This is an optimization exercise on Yosys and OpenROAD, whose aim is small area, a short achievable clock period and few clock cycles, not a production implementation.
Only simulation tests tie the RTL to the original design; equivalence was not proved.
Power and IR drop assume default switching activity.

==> inputs of cedar <==
==> flow/design.v <==
module scc_lnkdec (
    input  wire        clk,
    input  wire        rst,
    input  wire        start,
    input  wire        use_crc,
    input  wire [31:0] rxlen,
    input  wire [31:0] explen,
    output wire        ready,
    output wire        done,
    output wire [31:0] nvalid,
    output wire [31:0] ninvalid,
    output wire [31:0] reclen,
    input  wire        in_valid,
    output wire        in_ready,
    input  wire [31:0] in_data,
    output wire        out_valid,
    input  wire        out_ready,
    output wire [31:0] out_data,
    output wire        vm_valid,
    input  wire        vm_ready,
    output wire [31:0] vm_data
);
    function [3:0] ham_dec(input [6:0] c);
        reg [2:0] s;
        reg [3:0] f;
        begin
            s[2] = c[6] ^ c[5] ^ c[3] ^ c[2];    
            s[1] = c[6] ^ c[4] ^ c[3] ^ c[1];    
            s[0] = c[5] ^ c[4] ^ c[3] ^ c[0];    
            case (s)
                3'd6:    f = 4'b1000;            
                3'd5:    f = 4'b0100;            
                3'd3:    f = 4'b0010;            
                3'd7:    f = 4'b0001;            
                default: f = 4'b0000;            
            endcase
            ham_dec = c[6:3] ^ f;
        end
    endfunction
    function [2:0] crc_rem(input [15:0] v);
        integer i;
        reg [15:0] w;
        begin
            w = v;
            for (i = 15; i >= 3; i = i - 1)
                if (w[i])
                    w[i -: 4] = w[i -: 4] ^ 4'b1011;
            crc_rem = w[2:0];
        end
    endfunction
    reg         busy;
    reg         ready_r;
    reg         done_r;
    reg         mode_crc;
    reg  [26:0] whi;          
    reg  [4:0]  wtl;          
    reg         wtl_p;        
    reg         more;         
    reg         lastw;        
    reg         in_rdy;
    reg  [5:0]  lft;          
    reg  [2:0]  ph;           
    reg  [34:0] aln;          
    reg  [2:0]  anc;          
    reg         av;
    reg  [11:0] pnd;          
    reg  [1:0]  pn;
    reg  [13:0] qd [0:3];     
    reg  [3:0]  qv;           
    reg  [31:0] kk;           
    reg         kbig;         
    reg         hz;           
    reg  [31:0] acc;          
    reg  [4:0]  ao;           
    reg  [31:0] ow;
    reg         ov;
    reg  [31:0] vm_r;
    reg         vv;
    reg         fdone;        
    reg  [27:0] nvalid_r;     
    reg  [27:0] ninvalid_r;
    reg  [31:0] reclen_r;
    assign ready    = ready_r;
    assign done     = done_r;
    assign nvalid   = {4'd0, nvalid_r};
    assign ninvalid = {4'd0, ninvalid_r};
    assign reclen   = reclen_r;
    assign in_ready = in_rdy;
    assign out_valid = ov;
    assign out_data = ow;
    assign vm_valid = vv;
    assign vm_data  = vm_r;
    wire accept = start && ready_r;
    wire fire   = in_valid && in_rdy;
    wire in_end = !more && !av;               
    wire [40:0] s0x  = {lft, in_data, 3'b000};
    wire [40:0] s0sh = s0x >> ph;
    wire [5:0]  s0v  = (lastw && wtl_p) ? {1'b0, wtl} : 6'd32;
    wire [5:0]  s0t  = {3'b000, ph} + s0v;
    wire [2:0]  s0nc = (s0t >= 6'd35) ? 3'd5 : (s0t >= 6'd28) ? 3'd4 :
                       (s0t >= 6'd21) ? 3'd3 : (s0t >= 6'd14) ? 3'd2 :
                       (s0t >= 6'd7)  ? 3'd1 : 3'd0;
    wire [2:0]  ph_n = (ph >= 3'd3) ? ph - 3'd3 : ph + 3'd4;
    wire [3:0] n0 = ham_dec(aln[34:28]);
    wire [3:0] n1 = ham_dec(aln[27:21]);
    wire [3:0] n2 = ham_dec(aln[20:14]);
    wire [3:0] n3 = ham_dec(aln[13:7]);
    wire [3:0] n4 = ham_dec(aln[6:0]);
    wire [19:0] nw = {n0, n1, n2, n3, n4};
    reg  [31:0] seq;
    always @* begin
        case (pn)
            2'd0: seq = {nw, 12'd0};
            2'd1: seq = {pnd[11:8], nw, 8'd0};
            2'd2: seq = {pnd[11:4], nw, 4'd0};
            default: seq = {pnd, nw};
        endcase
    end
    wire [3:0]  s1t   = {2'b00, pn} + {1'b0, anc};
    wire        pass0 = (crc_rem(seq[31:16]) == 3'd0);
    wire        pass1 = (crc_rem(seq[15:0]) == 3'd0);
    wire        h_pad = in_end && !hz;
    wire [4:0]  h_raw = av ? {anc, 2'b00} : 5'd20;
    wire        h_cut = !kbig && (kk[4:0] < h_raw);
    wire [4:0]  h_len = h_cut ? kk[4:0] : h_raw;
    wire        h_fin = !kbig && (kk[4:0] <= h_raw);
    wire [19:0] h_dat = av ? (nw & ~(20'hfffff >> h_len)) : 20'd0;
    reg  [1:0]  s1m;          
    always @* begin
        if (mode_crc)
            s1m = (s1t >= 4'd8) ? 2'd2 : (s1t >= 4'd4) ? 2'd1 : 2'd0;
        else
            s1m = hz ? 2'd0 : 2'd2;
    end
    wire        s1room = (s1m == 2'd2) ? !qv[2] : (s1m == 2'd1) ? !qv[3] : 1'b1;
    wire        s1go  = av && s1room;
    wire        s1pad = busy && !mode_crc && h_pad && !qv[2];
    wire        s1push = s1go || s1pad;
    wire [13:0] slot0 = mode_crc ? {pass0, seq[31:19]} : {1'b0, h_dat[19:7]};
    wire [13:0] slot1 = mode_crc ? {pass1, seq[15:3]}  : {1'b0, h_dat[6:0], h_len, h_fin};
    wire [1:0]  s1n   = mode_crc ? (s1go ? s1m : 2'd0) : (s1push && !hz ? 2'd2 : 2'd0);
    wire [13:0] e0 = qd[0];
    wire [13:0] e1 = qd[1];
    wire        q1 = qv[0];
    wire        q2 = qv[1];
    wire        vm_ok = !vv || vm_ready;
    wire        ow_ok = !ov || out_ready;
    wire        a19 = (ao >= 5'd19);
    reg  [19:0] cd;           
    reg  [4:0]  cl;           
    reg         emit_vm;      
    reg         sel1;         
    reg  [1:0]  pop;
    reg  [1:0]  nfail;
    reg         fin;          
    reg         need_ow;
    always @* begin
        emit_vm = 1'b0; sel1 = 1'b0; pop = 2'd0; nfail = 2'd0;
        cd = 20'd0; cl = 5'd0; fin = 1'b0; need_ow = 1'b0;
        if (mode_crc) begin
            emit_vm = q1 && (e0[13] || (q2 && e1[13]));
            sel1    = !e0[13];
            pop     = !q1 ? 2'd0 : e0[13] ? 2'd1 : q2 ? 2'd2 : 2'd1;
            nfail   = !q1 ? 2'd0 : e0[13] ? 2'd0 : (q2 && !e1[13]) ? 2'd2 : 2'd1;
            cd      = emit_vm ? {sel1 ? e1[12:0] : e0[12:0], 7'd0} : 20'd0;
            cl      = emit_vm ? 5'd13 : 5'd0;
            fin     = in_end && (pop == 2'd0 ? !qv[0] : pop == 2'd1 ? !qv[1] : !qv[2]);
            need_ow = (emit_vm && a19) || (fin && (emit_vm || ao != 5'd0));
        end else begin
            pop     = q2 ? 2'd2 : 2'd0;
            cd      = q2 ? {e0[12:0], e1[12:6]} : 20'd0;
            cl      = q2 ? e1[5:1] : 5'd0;
            fin     = q2 ? e1[0] : (hz && !q1);
            need_ow = ({1'b0, ao} + {1'b0, cl} >= 6'd32) || (fin && (ao != 5'd0 || cl != 5'd0));
        end
    end
    wire        s2go = busy && (!emit_vm || vm_ok) && (!need_ow || ow_ok);
    wire [5:0]  tot  = {1'b0, ao} + {1'b0, cl};
    wire [51:0] f    = {acc, 20'd0} | ({cd, 32'd0} >> ao);
    wire        h_borrow = (kk[4:0] < h_len);
    wire        kbig_n   = kbig && (!h_borrow || (kk[31:6] != 26'd0));
    wire        av_n   = fire || (av && !s1go);
    wire [1:0]  qp     = s2go ? pop : 2'd0;
    wire [3:0]  qa     = (qp == 2'd2) ? {2'b00, qv[3:2]} :
                         (qp == 2'd1) ? {1'b0, qv[3:1]} : qv;    
    wire [3:0]  qw0    = ~qa & {qa[2:0], 1'b1};                  
    wire [3:0]  qw1    = {qw0[2:0], 1'b0};                       
    wire [3:0]  qv_n   = qa | ((s1n != 2'd0) ? qw0 : 4'd0) | ((s1n == 2'd2) ? qw1 : 4'd0);
    wire [31:0] k13    = kk + 32'd13;
    wire [31:0] k26    = kk + 32'd26;
    wire [27:0] ni1    = ninvalid_r + 28'd1;
    wire [27:0] ni2    = ninvalid_r + 28'd2;
    wire [1:0]  pn_n   = (s1go && mode_crc) ? s1t[1:0] : pn;
    wire [3:0]  t_n    = fire ? {2'b00, pn_n} + {1'b0, s0nc} : s1t;
    wire [1:0]  m_n    = !mode_crc ? 2'd2 : (t_n >= 4'd8) ? 2'd2 : (t_n >= 4'd4) ? 2'd1 : 2'd0;
    integer i;
    wire        more_n = fire ? !lastw : more;
    wire        ov_n   = (s2go && need_ow) || (ov && !out_ready);
    wire        vv_n   = (s2go && emit_vm) || (vv && !vm_ready);
    wire        fd_n   = fdone || (s2go && fin && !(tot[5] && tot[4:0] != 5'd0));
    always @(posedge clk) begin
        if (rst) begin
            busy       <= 1'b0;
            ready_r    <= 1'b1;
            done_r     <= 1'b0;
            more       <= 1'b0;
            lastw      <= 1'b0;
            in_rdy     <= 1'b0;
            av         <= 1'b0;
            qv         <= 4'd0;
            ao         <= 5'd0;
            ov         <= 1'b0;
            vv         <= 1'b0;
            fdone      <= 1'b1;
            nvalid_r   <= 28'd0;
            ninvalid_r <= 28'd0;
            reclen_r   <= 32'd0;
        end else begin
            done_r <= 1'b0;
            if (accept) begin
                busy       <= 1'b1;
                ready_r    <= 1'b0;
                mode_crc   <= use_crc;
                whi        <= rxlen[31:5];
                wtl        <= rxlen[4:0];
                wtl_p      <= (rxlen[4:0] != 5'd0);
                more       <= (rxlen != 32'd0);
                lastw      <= (rxlen[31:5] == 27'd0) ||
                              (rxlen[31:5] == 27'd1 && rxlen[4:0] == 5'd0);
                in_rdy     <= (rxlen != 32'd0);
                ph         <= 3'd0;
                pn         <= 2'd0;
                acc        <= 32'd0;
                kk         <= use_crc ? 32'd0 : explen;
                kbig       <= (explen[31:5] != 27'd0);
                hz         <= (explen == 32'd0);
                fdone      <= !use_crc && (explen == 32'd0);
                nvalid_r   <= 28'd0;
                ninvalid_r <= 28'd0;
                reclen_r   <= use_crc ? 32'd0 : explen;
            end
            if (fire) begin
                aln  <= s0sh[34:0];
                anc  <= s0nc;
                lft  <= in_data[5:0];
                ph   <= ph_n;
                if (whi != 27'd0) begin
                    whi <= whi - 27'd1;
                end else begin
                    wtl_p <= 1'b0;
                end
                more  <= !lastw;
                lastw <= (whi == 27'd2 && !wtl_p) || (whi == 27'd1 && wtl_p);
            end
            av <= av_n;
            if (busy)
                in_rdy <= more_n && (!av_n || ((m_n == 2'd2) ? !qv_n[2] : (m_n == 2'd1) ? !qv_n[3] : 1'b1));
            if (s1go && mode_crc) begin
                if (s1t >= 4'd8) begin
                    pn <= s1t[1:0];
                end else if (s1t >= 4'd4) begin
                    pnd <= seq[15:4];
                    pn  <= s1t[1:0];
                end else begin
                    pnd <= seq[31:20];
                    pn  <= s1t[1:0];
                end
            end
            for (i = 0; i < 4; i = i + 1) begin
                if (qa[i])
                    qd[i] <= (qp == 2'd2) ? qd[(i + 2) % 4] : (qp == 2'd1) ? qd[(i + 1) % 4] : qd[i];
                else if (qw0[i] && s1n != 2'd0)
                    qd[i] <= slot0;
                else if (qw1[i] && s1n == 2'd2)
                    qd[i] <= slot1;
            end
            if (!mode_crc && s1push && !hz) begin
                kk   <= kk - {27'd0, h_len};
                kbig <= kbig_n;
                hz   <= h_fin;
            end
            qv <= qv_n;
            if (ov && out_ready) ov <= 1'b0;
            if (vv && vm_ready)  vv <= 1'b0;
            if (s2go) begin
                if (emit_vm) begin
                    vm_r     <= sel1 ? k13 : kk;
                    vv       <= 1'b1;
                    nvalid_r <= nvalid_r + 28'd1;
                    reclen_r <= reclen_r + 32'd13;
                end
                if (nfail == 2'd2)
                    ninvalid_r <= ni2;
                else if (nfail == 2'd1)
                    ninvalid_r <= ni1;
                if (mode_crc && pop == 2'd2)
                    kk <= k26;
                else if (mode_crc && pop == 2'd1)
                    kk <= k13;
                fdone <= fd_n;
                if (tot[5]) begin
                    ow  <= f[51:20];
                    ov  <= 1'b1;
                    acc <= {f[19:0], 12'd0};
                    ao  <= tot[4:0];
                end else if (fin && tot != 6'd0) begin
                    ow  <= f[51:20];
                    ov  <= 1'b1;
                    acc <= 32'd0;
                    ao  <= 5'd0;
                end else begin
                    acc <= f[51:20];
                    ao  <= tot[4:0];
                end
            end
            if (busy && fd_n && !more_n && !av_n && !ov_n && !vv_n) begin
                busy    <= 1'b0;
                ready_r <= 1'b1;
                done_r  <= 1'b1;
            end
        end
    end
endmodule
==> flow/run.sh <==
#!/bin/bash
# synth_recipe.tcl (not shown) runs the flow's synth.tcl, then flattens the netlist and writes it again
# the make line also repeats each setting of config.mk as NAME=value (left out here)
make -C /OpenROAD-flow-scripts/flow DESIGN_CONFIG=/design/flow/config.mk WORK_HOME=/design/flow/orfs CLKGATE_MAP_FILE= SYNTH_SCRIPT=/design/flow/synth_recipe.tcl finish
==> flow/config.mk <==
export PLATFORM = sky130hd
export DESIGN_NAME = scc_lnkdec
export DESIGN_NICKNAME = scc_lnkdec
export VERILOG_FILES = /design/flow/design.v
export SDC_FILE = /design/flow/constraint.sdc
export NUM_CORES = 4
export LEC_CHECK = 0
export CAP_MARGIN = 20
export CORE_MARGIN = 2
export CORE_UTILIZATION = 40
export PLACE_DENSITY = 0.6
export SETUP_SLACK_MARGIN = 5
export SLEW_MARGIN = 20
==> flow/constraint.sdc <==
create_clock -name core_clock -period 10.0 [get_ports {clk}]
set_input_delay 2.0000 -clock core_clock [delete_from_list [all_inputs] [get_ports {clk}]]
set_output_delay 2.0000 -clock core_clock [all_outputs]
set_load 0.01 [all_outputs]
==> inputs of lagoon, as changes to cedar <==
==> flow/flow/run.sh (new file) <==
#!/bin/bash
# Standard layout, with timing repair aimed at a larger setup margin.
bash standard.sh SETUP_SLACK_MARGIN=6.5 finish > standard.log 2>&1
==> flow/standard.sh (new file) <==
#!/bin/bash
# synth_recipe.tcl (not shown) runs the flow's synth.tcl, then flattens the netlist and writes it again
# the make line also repeats each setting of config.mk as NAME=value (left out here)
make -C /OpenROAD-flow-scripts/flow DESIGN_CONFIG=/design/flow/config.mk WORK_HOME=/design/flow/orfs CLKGATE_MAP_FILE= SYNTH_SCRIPT=/design/flow/synth_recipe.tcl "${@:-finish}"
removed: flow/run.sh
==> inputs of delta, as changes to cedar <==
==> flow/design.v, changed modules only <==
module scc_lnkdec (
    input  wire        clk,
    input  wire        rst,
    input  wire        start,
    input  wire        use_crc,
    input  wire [31:0] rxlen,
    input  wire [31:0] explen,
    output wire        ready,
    output wire        done,
    output wire [31:0] nvalid,
    output wire [31:0] ninvalid,
    output wire [31:0] reclen,
    input  wire        in_valid,
    output wire        in_ready,
    input  wire [31:0] in_data,
    output wire        out_valid,
    input  wire        out_ready,
    output wire [31:0] out_data,
    output wire        vm_valid,
    input  wire        vm_ready,
    output wire [31:0] vm_data
);
    function [3:0] ham_dec(input [6:0] c);
        reg [2:0] s;
        reg [3:0] f;
        begin
            s[2] = c[6] ^ c[5] ^ c[3] ^ c[2];    
            s[1] = c[6] ^ c[4] ^ c[3] ^ c[1];    
            s[0] = c[5] ^ c[4] ^ c[3] ^ c[0];    
            case (s)
                3'd6:    f = 4'b1000;            
                3'd5:    f = 4'b0100;            
                3'd3:    f = 4'b0010;            
                3'd7:    f = 4'b0001;            
                default: f = 4'b0000;            
            endcase
            ham_dec = c[6:3] ^ f;
        end
    endfunction
    function [2:0] crc_rem(input [15:0] v);
        integer i;
        reg [15:0] w;
        begin
            w = v;
            for (i = 15; i >= 3; i = i - 1)
                if (w[i])
                    w[i -: 4] = w[i -: 4] ^ 4'b1011;
            crc_rem = w[2:0];
        end
    endfunction
    reg         busy;
    reg         ready_r;
    reg         done_r;
    reg         mode_crc;
    reg  [26:0] whi;          
    reg  [4:0]  wtl;          
    reg         wtl_p;        
    reg         more;         
    reg         lastw;        
    reg         in_rdy;
    reg  [5:0]  lft;          
    reg  [2:0]  ph;           
    reg  [19:0] nw;           
    reg  [2:0]  anc;          
    reg         av;
    reg  [11:0] pnd;          
    reg  [1:0]  pn;
    reg  [13:0] qd [0:3];     
    reg  [3:0]  qv;           
    reg  [31:0] kk;           
    reg         kj;
    reg         kbig;         
    reg         hz;           
    reg  [31:0] acc;          
    reg  [4:0]  ao;           
    reg  [31:0] ow;
    reg         ov;
    reg         vv;
    reg         fdone;        
    reg  [27:0] nvalid_r;     
    reg  [27:0] ninvalid_r;
    reg  [31:0] reclen_r;
    assign ready    = ready_r;
    assign done     = done_r;
    assign nvalid   = {4'd0, nvalid_r};
    assign ninvalid = {4'd0, ninvalid_r};
    assign reclen   = reclen_r;
    assign in_ready = in_rdy;
    assign out_valid = ov;
    assign out_data = ow;
    assign vm_valid = vv;
    assign vm_data  = kk;
    wire accept = start && ready_r;
    wire fire   = in_valid && in_rdy;
    wire in_end = !more && !av;               
    wire [40:0] s0x  = {lft, in_data, 3'b000};
    wire [40:0] s0sh = s0x >> ph;
    wire [5:0]  s0v  = (lastw && wtl_p) ? {1'b0, wtl} : 6'd32;
    wire [5:0]  s0t  = {3'b000, ph} + s0v;
    wire [2:0]  s0nc = (s0t >= 6'd35) ? 3'd5 : (s0t >= 6'd28) ? 3'd4 :
                       (s0t >= 6'd21) ? 3'd3 : (s0t >= 6'd14) ? 3'd2 :
                       (s0t >= 6'd7)  ? 3'd1 : 3'd0;
    wire [2:0]  ph_n = (ph >= 3'd3) ? ph - 3'd3 : ph + 3'd4;
    wire [19:0] s0nw = {ham_dec(s0sh[34:28]), ham_dec(s0sh[27:21]), ham_dec(s0sh[20:14]),
                        ham_dec(s0sh[13:7]), ham_dec(s0sh[6:0])};
    reg  [31:0] seq;
    always @* begin
        case (pn)
            2'd0: seq = {nw, 12'd0};
            2'd1: seq = {pnd[11:8], nw, 8'd0};
            2'd2: seq = {pnd[11:4], nw, 4'd0};
            default: seq = {pnd, nw};
        endcase
    end
    wire [3:0]  s1t   = {2'b00, pn} + {1'b0, anc};
    wire        pass0 = (crc_rem(seq[31:16]) == 3'd0);
    wire        pass1 = (crc_rem(seq[15:0]) == 3'd0);
    wire [26:0] kk_inc = kk[31:5] + 27'd1;
    wire [26:0] kk_dec = kk[31:5] - 27'd1;
    wire        h_pad = in_end && !hz;
    wire [4:0]  h_raw = av ? {anc, 2'b00} : 5'd20;
    wire        h_cut = !kbig && (kk[4:0] < h_raw);
    wire [4:0]  h_len = h_cut ? kk[4:0] : h_raw;
    wire        h_fin = !kbig && (kk[4:0] <= h_raw);
    wire [19:0] h_dat = av ? (nw & ~(20'hfffff >> h_len)) : 20'd0;
    reg  [1:0]  s1m;          
    always @* begin
        if (mode_crc)
            s1m = (s1t >= 4'd8) ? 2'd2 : (s1t >= 4'd4) ? 2'd1 : 2'd0;
        else
            s1m = hz ? 2'd0 : 2'd2;
    end
    wire        s1room = (s1m == 2'd2) ? !qv[2] : (s1m == 2'd1) ? !qv[3] : 1'b1;
    wire        s1go  = av && s1room;
    wire        s1pad = busy && !mode_crc && h_pad && !qv[2];
    wire        s1push = s1go || s1pad;
    wire [13:0] slot0 = mode_crc ? {pass0, seq[31:19]} : {1'b0, h_dat[19:7]};
    wire [13:0] slot1 = mode_crc ? {pass1, seq[15:3]}  : {1'b0, h_dat[6:0], h_len, h_fin};
    wire [1:0]  s1n   = mode_crc ? (s1go ? s1m : 2'd0) : (s1push && !hz ? 2'd2 : 2'd0);
    wire [13:0] e0 = qd[0];
    wire [13:0] e1 = qd[1];
    wire        q1 = qv[0];
    wire        q2 = qv[1];
    wire        vm_ok = !vv || vm_ready;
    wire        ow_ok = !ov || out_ready;
    wire        a19 = (ao >= 5'd19);
    reg  [19:0] cd;           
    reg  [4:0]  cl;           
    reg         emit_vm;      
    reg         sel1;         
    reg  [1:0]  pop;
    reg  [1:0]  nfail;
    reg         fin;          
    reg         need_ow;
    always @* begin
        emit_vm = 1'b0; sel1 = 1'b0; pop = 2'd0; nfail = 2'd0;
        cd = 20'd0; cl = 5'd0; fin = 1'b0; need_ow = 1'b0;
        if (mode_crc) begin
            emit_vm = q1 && (e0[13] || (q2 && e1[13]));
            sel1    = !e0[13];
            pop     = !q1 ? 2'd0 : e0[13] ? 2'd1 : (q2 && e1[13]) ? 2'd2 : 2'd1;
            nfail   = !q1 ? 2'd0 : e0[13] ? 2'd0 : 2'd1;
            cd      = emit_vm ? {sel1 ? e1[12:0] : e0[12:0], 7'd0} : 20'd0;
            cl      = emit_vm ? 5'd13 : 5'd0;
            fin     = in_end && (pop == 2'd0 ? !qv[0] : pop == 2'd1 ? !qv[1] : !qv[2]);
            need_ow = (emit_vm && a19) || (fin && (emit_vm || ao != 5'd0));
        end else begin
            pop     = q2 ? 2'd2 : 2'd0;
            cd      = q2 ? {e0[12:0], e1[12:6]} : 20'd0;
            cl      = q2 ? e1[5:1] : 5'd0;
            fin     = q2 ? e1[0] : (hz && !q1);
            need_ow = ({1'b0, ao} + {1'b0, cl} >= 6'd32) || (fin && (ao != 5'd0 || cl != 5'd0));
        end
    end
    wire        s2go = busy && vm_ok && ow_ok;
    wire [5:0]  tot  = {1'b0, ao} + {1'b0, cl};
    wire [51:0] f    = {acc, 20'd0} | ({cd, 32'd0} >> ao);
    wire [5:0]  h_lo     = {1'b0, kk[4:0]} - {1'b0, h_raw};
    wire [31:0] h_sub    = {h_lo[5] ? kk_dec : kk[31:5], h_lo[4:0]};
    wire        kbig_n   = kbig && ((kk[4:0] >= h_raw) || (kk[31:6] != 26'd0));
    wire        av_n   = fire || (av && !s1go);
    wire [1:0]  qp     = s2go ? pop : 2'd0;
    wire [3:0]  qa     = (qp == 2'd2) ? {2'b00, qv[3:2]} :
                         (qp == 2'd1) ? {1'b0, qv[3:1]} : qv;    
    wire [3:0]  qw0    = ~qa & {qa[2:0], 1'b1};                  
    wire [3:0]  qw1    = {qw0[2:0], 1'b0};                       
    wire [3:0]  qv_n   = qa | ((s1n != 2'd0) ? qw0 : 4'd0) | ((s1n == 2'd2) ? qw1 : 4'd0);
    wire [1:0]  kd     = {1'b0, kj} + (emit_vm ? {1'b0, sel1} : pop);
    wire [5:0]  k_lo   = {1'b0, kk[4:0]} + ((kd == 2'd2) ? 6'd26 : (kd == 2'd1) ? 6'd13 : 6'd0);
    wire [31:0] k_add  = {k_lo[5] ? kk_inc : kk[31:5], k_lo[4:0]};
    wire [1:0]  pn_n   = (s1go && mode_crc) ? s1t[1:0] : pn;
    wire [3:0]  t_n    = fire ? {2'b00, pn_n} + {1'b0, s0nc} : s1t;
    wire [1:0]  m_n    = !mode_crc ? 2'd2 : (t_n >= 4'd8) ? 2'd2 : (t_n >= 4'd4) ? 2'd1 : 2'd0;
    integer i;
    wire        more_n = fire ? !lastw : more;
    wire        ov_n   = (s2go && need_ow) || (ov && !out_ready);
    wire        vv_n   = (s2go && emit_vm) || (vv && !vm_ready);
    wire        fd_n   = fdone || (s2go && fin && !(tot[5] && tot[4:0] != 5'd0));
    always @(posedge clk) begin
        if (rst) begin
            busy       <= 1'b0;
            ready_r    <= 1'b1;
            done_r     <= 1'b0;
            more       <= 1'b0;
            lastw      <= 1'b0;
            in_rdy     <= 1'b0;
            av         <= 1'b0;
            qv         <= 4'd0;
            ao         <= 5'd0;
            ov         <= 1'b0;
            vv         <= 1'b0;
            fdone      <= 1'b1;
            nvalid_r   <= 28'd0;
            ninvalid_r <= 28'd0;
            reclen_r   <= 32'd0;
        end else begin
            done_r <= 1'b0;
            if (accept) begin
                busy       <= 1'b1;
                ready_r    <= 1'b0;
                mode_crc   <= use_crc;
                whi        <= rxlen[31:5];
                wtl        <= rxlen[4:0];
                wtl_p      <= (rxlen[4:0] != 5'd0);
                more       <= (rxlen != 32'd0);
                lastw      <= (rxlen[31:5] == 27'd0) ||
                              (rxlen[31:5] == 27'd1 && rxlen[4:0] == 5'd0);
                in_rdy     <= (rxlen != 32'd0);
                ph         <= 3'd0;
                pn         <= 2'd0;
                acc        <= 32'd0;
                kk         <= use_crc ? 32'hfffffff3 : explen;    
                kj         <= 1'b1;
                kbig       <= (explen[31:5] != 27'd0);
                hz         <= (explen == 32'd0);
                fdone      <= !use_crc && (explen == 32'd0);
                nvalid_r   <= 28'd0;
                ninvalid_r <= 28'd0;
                reclen_r   <= use_crc ? 32'd0 : explen;
            end
            if (fire) begin
                nw   <= s0nw;
                anc  <= s0nc;
                lft  <= in_data[5:0];
                ph   <= ph_n;
                if (whi != 27'd0) begin
                    whi <= whi - 27'd1;
                end else begin
                    wtl_p <= 1'b0;
                end
                more  <= !lastw;
                lastw <= (whi == 27'd2 && !wtl_p) || (whi == 27'd1 && wtl_p);
            end
            av <= av_n;
            if (busy)
                in_rdy <= more_n && (!av_n || ((m_n == 2'd2) ? !qv_n[2] : (m_n == 2'd1) ? !qv_n[3] : 1'b1));
            if (s1go && mode_crc) begin
                if (s1t >= 4'd8) begin
                    pn <= s1t[1:0];
                end else if (s1t >= 4'd4) begin
                    pnd <= seq[15:4];
                    pn  <= s1t[1:0];
                end else begin
                    pnd <= seq[31:20];
                    pn  <= s1t[1:0];
                end
            end
            for (i = 0; i < 4; i = i + 1) begin
                if (qa[i])
                    qd[i] <= (qp == 2'd2) ? qd[(i + 2) % 4] : (qp == 2'd1) ? qd[(i + 1) % 4] : qd[i];
                else if (qw0[i] && s1n != 2'd0)
                    qd[i] <= slot0;
                else if (qw1[i] && s1n == 2'd2)
                    qd[i] <= slot1;
            end
            if (!mode_crc && s1push && !hz) begin
                kk   <= h_sub;
                kbig <= kbig_n;
                hz   <= h_fin;
            end
            qv <= qv_n;
            if (ov && out_ready) ov <= 1'b0;
            if (vv && vm_ready)  vv <= 1'b0;
            if (s2go) begin
                if (emit_vm) begin
                    vv       <= 1'b1;
                    nvalid_r <= nvalid_r + 28'd1;
                    reclen_r <= reclen_r + 32'd13;
                end
                if (nfail[0])
                    ninvalid_r <= ninvalid_r + 28'd1;
                if (mode_crc) begin
                    kk <= k_add;
                    kj <= emit_vm;
                end
                fdone <= fd_n;
                if (tot[5]) begin
                    ow  <= f[51:20];
                    ov  <= 1'b1;
                    acc <= {f[19:0], 12'd0};
                    ao  <= tot[4:0];
                end else if (fin && tot != 6'd0) begin
                    ow  <= f[51:20];
                    ov  <= 1'b1;
                    acc <= 32'd0;
                    ao  <= 5'd0;
                end else begin
                    acc <= f[51:20];
                    ao  <= tot[4:0];
                end
            end
            if (busy && fd_n && !more_n && !av_n && !ov_n && !vv_n) begin
                busy    <= 1'b0;
                ready_r <= 1'b1;
                done_r  <= 1'b1;
            end
        end
    end
endmodule
==> flow/flow/run.sh (new file) <==
#!/bin/bash
# Standard layout with two changes: the port buffers are buf_1 cells, and
# timing repair aims at a larger setup margin.
bash standard.sh SETUP_SLACK_MARGIN=6.5 "BUFFER_PORTS_ARGS=-buffer_cell sky130_fd_sc_hd__buf_1" finish > standard.log 2>&1
==> flow/standard.sh (new file) <==
#!/bin/bash
# synth_recipe.tcl (not shown) runs the flow's synth.tcl, then flattens the netlist and writes it again
# the make line also repeats each setting of config.mk as NAME=value (left out here)
make -C /OpenROAD-flow-scripts/flow DESIGN_CONFIG=/design/flow/config.mk WORK_HOME=/design/flow/orfs CLKGATE_MAP_FILE= SYNTH_SCRIPT=/design/flow/synth_recipe.tcl "${@:-finish}"
CORE_UTILIZATION = 60   (was 40)
PLACE_DENSITY = 0.75   (was 0.6)
removed: flow/run.sh
==> comparison table <==
Result of the run: lagoon complete, no violations; delta complete, no violations; cedar complete, no violations
Cell area after layout: lagoon 38800 sq um; delta 28300 sq um; cedar 32300 sq um
Multi-input gate share of the layout cell area: lagoon 0.481; delta 0.506; cedar 0.486
Area overhead of the layout relative to synthesis: lagoon 43.1%; delta 21.8%; cedar 19.1%
Number of antenna violations at the first check in global routing: lagoon 7; delta 4; cedar 5
# clock sinks: lagoon 388; delta 342; cedar 388
Headroom to the max-slew limit: lagoon 0.214; delta 0.270; cedar 0.291
Cell type of the slowest stage on the worst timing path: lagoon or4_4; delta and3_4; cedar clkdlybuf4s50_1
Critical path buffer and inverter count: lagoon 1; delta 6; cedar 2
Sequential fraction of design power: lagoon 0.378; delta 0.404; cedar 0.407
Crit Path Max Fanout: lagoon 4; delta 7; cedar 37
Worst-skew pair later-pin latency: lagoon 620 ps; delta 590 ps; cedar 590 ps
Vias in the first global route: lagoon 26000; delta 20900; cedar 24200
Vias per std cell: lagoon 6.17; delta 6.73; cedar 6.07
Count of flip-flops with a built-in enable after synthesis: lagoon 281; delta 235; cedar 281
Amount of wire on met2 after detailed routing: lagoon 50.0 mm; delta 36.6 mm; cedar 42.2 mm
Number of placement rows: lagoon 95; delta 72; cedar 95
Testbench counts of cedar, summed over its fixed seeds: cycles 5,984.
Testbench counts of lagoon, summed over its fixed seeds: cycles 5,984.
Testbench counts of delta, summed over its fixed seeds: cycles 5,988.

==> static timing again, ports no longer ideal <==
The flow's constraints put no driver on any port. The routed layouts listed below were extracted and timed again, unchanged, in two steps. Step 1: set_driving_cell puts a clkbuf_16 on clk and a buf_2 on each other input, an assumption about the parent block. Step 2 moves the port delays by t, midway between the first and last clock arrival at a register: inputs arrive t later, outputs are due t later. That takes back most of the time a late clock gives input paths. Three values: ideal, step 1, step 2; two values: the first two.
run | t, ns | setup WS [ns] | hold WS [ns] | worst data-port slew with drivers (ns) | cell pins on the clock port's net
cedar | 0.640 | 5.072 / 5.106 / 4.466 | 0.498 / 0.498 / 0.498 | 0.13 | 1
lagoon | 0.669 | 5.971 / 5.971 / 5.433 | 0.500 / 0.500 / 0.500 | 0.11 | 1
delta | 0.632 | 6.237 / 6.265 / 5.633 | 0.490 / 0.490 / 0.490 | 0.09 | 1
After both steps every run listed still meets setup and hold. For cedar, which loses most, drivers alone change the setup slack by +0.034 ns; drivers and shift together by -0.606 ns.
